This is an optimization exercise on Yosys and OpenROAD, whose aim is small area, a short achievable clock period and few clock cycles per item, not a production implementation.
RTL that was checked went through simulation tests only; none was proved equivalent to the original.
Power figures rest on the tool's default switching activity, not on a simulated workload.

==> run F <==
Design b62_codec, start of the top module:
module b62_codec (
    input  wire        clk,
    input  wire        rst,
    input  wire        tt_we,
    input  wire [5:0]  tt_addr,
    input  wire [7:0]  tt_data,
    input  wire        enc_start,
    input  wire [15:0] enc_len,
    output wire        enc_idle,
    input  wire        enc_in_valid,
    input  wire [7:0]  enc_in_data,
    output wire        enc_in_ready,
    output wire        enc_out_valid,
    output wire [7:0]  enc_out_sym,
    output wire        enc_out_last,
    input  wire        enc_out_ready,
    input  wire        dec_start,
    input  wire [15:0] dec_len,
    output wire        dec_idle,
    input  wire        dec_in_valid,
    input  wire [7:0]  dec_in_sym,
    output wire        dec_in_ready,
    output wire        dec_out_valid,
    output wire [7:0]  dec_out_data,
    input  wire        dec_out_ready,
    output wire        dec_done,
    output wire        dec_err,
    output wire [15:0] dec_err_idx,
    output wire [15:0] dec_olen
);
clock: 9.0 ns
lec_check: 0
cap_margin: 20
core_margin: 2
core_utilization: 40
setup_slack_margin: 5
slew_margin: 20
run.sh (not shown) runs the stock make flow with config.mk's settings and CLKGATE_MAP_FILE= SYNTH_SCRIPT=/design/flow/synth_recipe.tcl, a recipe that flattens the netlist after the stock synthesis.
==> inputs of run M, as changes to run F <==
--- a/flow/design.v
+++ b/flow/design.v
@@ -38,14 +38,14 @@
         for (k = 0; k < 62; k = k + 1)
             if (d == k[5:0])
                 sym = sym | alpha[k*8 +: 8];
     end
     wire        ld    = irdy && in_valid;
-    wire [18:0] pre   = acc | (ld ? ({11'd0, in_data} << have) : 19'd0);
-    wire [18:0] acc_n = !step ? pre : (cmp ? (pre >> 5) : (pre >> 6));
-    wire [4:0]  have_l = have + (ld ? 5'd8 : 5'd0);
-    wire [4:0]  have_n = !step ? have_l : (cmp ? have_l - 5'd5 : have_l - 5'd6);
+    wire [18:0] acc_s = !step ? acc : (cmp ? (acc >> 5) : (acc >> 6));
+    wire [4:0]  have_s = !step ? have : (cmp ? have - 5'd5 : have - 5'd6);
+    wire [18:0] ins   = ld ? ({11'd0, in_data} << have_s) : 19'd0;
+    wire [4:0]  have_n = have_s + (ld ? 5'd8 : 5'd0);
     wire [15:0] bl_n  = bytes_left - (ld ? 16'd1 : 16'd0);
     wire        blz_n = blz || (ld && (bytes_left == 16'd1));
     assign idle      = idle_r;
     assign in_ready  = irdy;
     assign out_valid = ov;
@@ -86,11 +86,11 @@
             if (step && lst) begin
                 running <= 1'b0;
                 acc     <= 19'd0;
                 have    <= 5'd0;
             end else begin
-                acc     <= acc_n;
+                acc     <= acc_s | ins;
                 have    <= have_n;
             end
             bytes_left <= bl_n;
             blz        <= blz_n;
             irdy       <= !blz_n && (have_n < 5'd12);
@@ -222,11 +222,11 @@
                 slast <= (rem == 16'd1);
                 rem   <= rem - 16'd1;
             end
             sv   <= sv_n;
             irdy <= (rem != 16'd0) && !(acc_in && (rem == 16'd1)) &&
-                    (!sv_n || ({1'b0, left} + {2'd0, take} != 3'd2));
+                    (!sv_n || (ocnt_n != 2'd2));
             if (take) begin
                 if (!err_r) begin
                     if (!hit) begin
                         err_r <= 1'b1;
                     end else begin
@@ -238,16 +238,15 @@
                             acc <= sum[6:0];
                             off <= off2[2:0];
                         end
                     end
                 end
+                olen_r <= olen_r + {14'd0, push};
                 if (slast)
                     fin <= 1'b1;
             end
-            if (pop)
-                olen_r <= olen_r + 16'd1;
-            if (fin && (left == 2'd0))
+            if ((fin || (take && slast)) && (ocnt_n == 2'd0))
                 done_r <= 1'b1;
             ocnt <= ocnt_n;
             if (left == 2'd0) begin
                 if (push != 2'd0) ob0 <= b0;
                 if (push == 2'd2) ob1 <= b1;
@@ -289,19 +288,14 @@
     output wire        dec_err,
     output wire [15:0] dec_err_idx,
     output wire [15:0] dec_olen
 );
     reg [495:0] alpha;
-    genvar g;
-    generate
-        for (g = 0; g < 62; g = g + 1) begin : g_alpha
-            always @(posedge clk) begin
-                if (tt_we && tt_addr == g)
-                    alpha[g*8 +: 8] <= tt_data;
-            end
-        end
-    endgenerate
+    always @(posedge clk) begin
+        if (tt_we && tt_addr < 6'd62)
+            alpha[tt_addr*8 +: 8] <= tt_data;
+    end
     b62_enc u_enc (
         .clk       (clk),
         .rst       (rst),
         .alpha     (alpha),
         .start     (enc_start),
SETUP_SLACK_MARGIN = unset   (was 5)
==> comparison <==
Against run M, the global-route usage of run F is higher by 2.6 points. Against run F, the fmax of run M is lower by about 30%. Against run F, the clock power of run M is higher by about 1%. In run F the clock skew is lower than in run M, by 0.0045 ns. Of run M and run F, run M has the higher design area (gap about 10%, measured against run F).
==> figures <==
Outcome: run F no timing/DRC/antenna violations; run M no timing/DRC/antenna violations
First-pass GRT wire length: run F 200.8 mm; run M 223.5 mm
Reg2reg end: run F u_dec.ocnt[1]; run M u_dec.ob0[4]
Clock Power: run F 0.00300 W; run M 0.00304 W
Launch point of the worst hold path: run F u_enc.acc[7]; run M u_enc.bytes_left[14]
Nets: run F 3218; run M 3669
Met3 routing resource usage after global routing: run F 9.835%; run M 8.470%
Synthesized net count: run F 2979; run M 3577
Area of the die: run F 84210 sq um; run M 100300 sq um
Adder-Cell Fraction of Synth Area: run F 0.7867%; run M 0.7423%
Overall Power: run F 0.006803 W; run M 0.007538 W
Testbench counts of run M, summed over its fixed seeds: cycles 13,877, items 9,181.
No functional check of the RTL was part of run F.

port drivers added, routing unchanged:
No port has a modelled driver above. Below, the same layouts with a new extraction and two added sets of constraints. Step 1, drivers: a clkbuf_16 drives clk and a buf_2 each remaining input, both assumed. Step 2 moves the port delays by t, midway between the first and last clock arrival at a register: inputs arrive t later, outputs are due t later. That takes back most of the time a late clock gives input paths. a / b / c = ideal ports / drivers / drivers and shift; a / b = the first two.
run | t, ns | slack for setup (ns) | hold slack, ns | clock arrival spread, ns | worst data-port slew with drivers (ns)
run F | 0.703 | 3.897 / 3.897 / 3.897 | 0.460 / 0.460 / 0.460 | 0.032 / 0.032 | 0.05
run M | 0.716 | 1.760 / 1.760 / 1.760 | 0.448 / 0.448 / 0.448 | 0.038 / 0.039 | 0.06
After both steps every run listed still meets setup and hold.
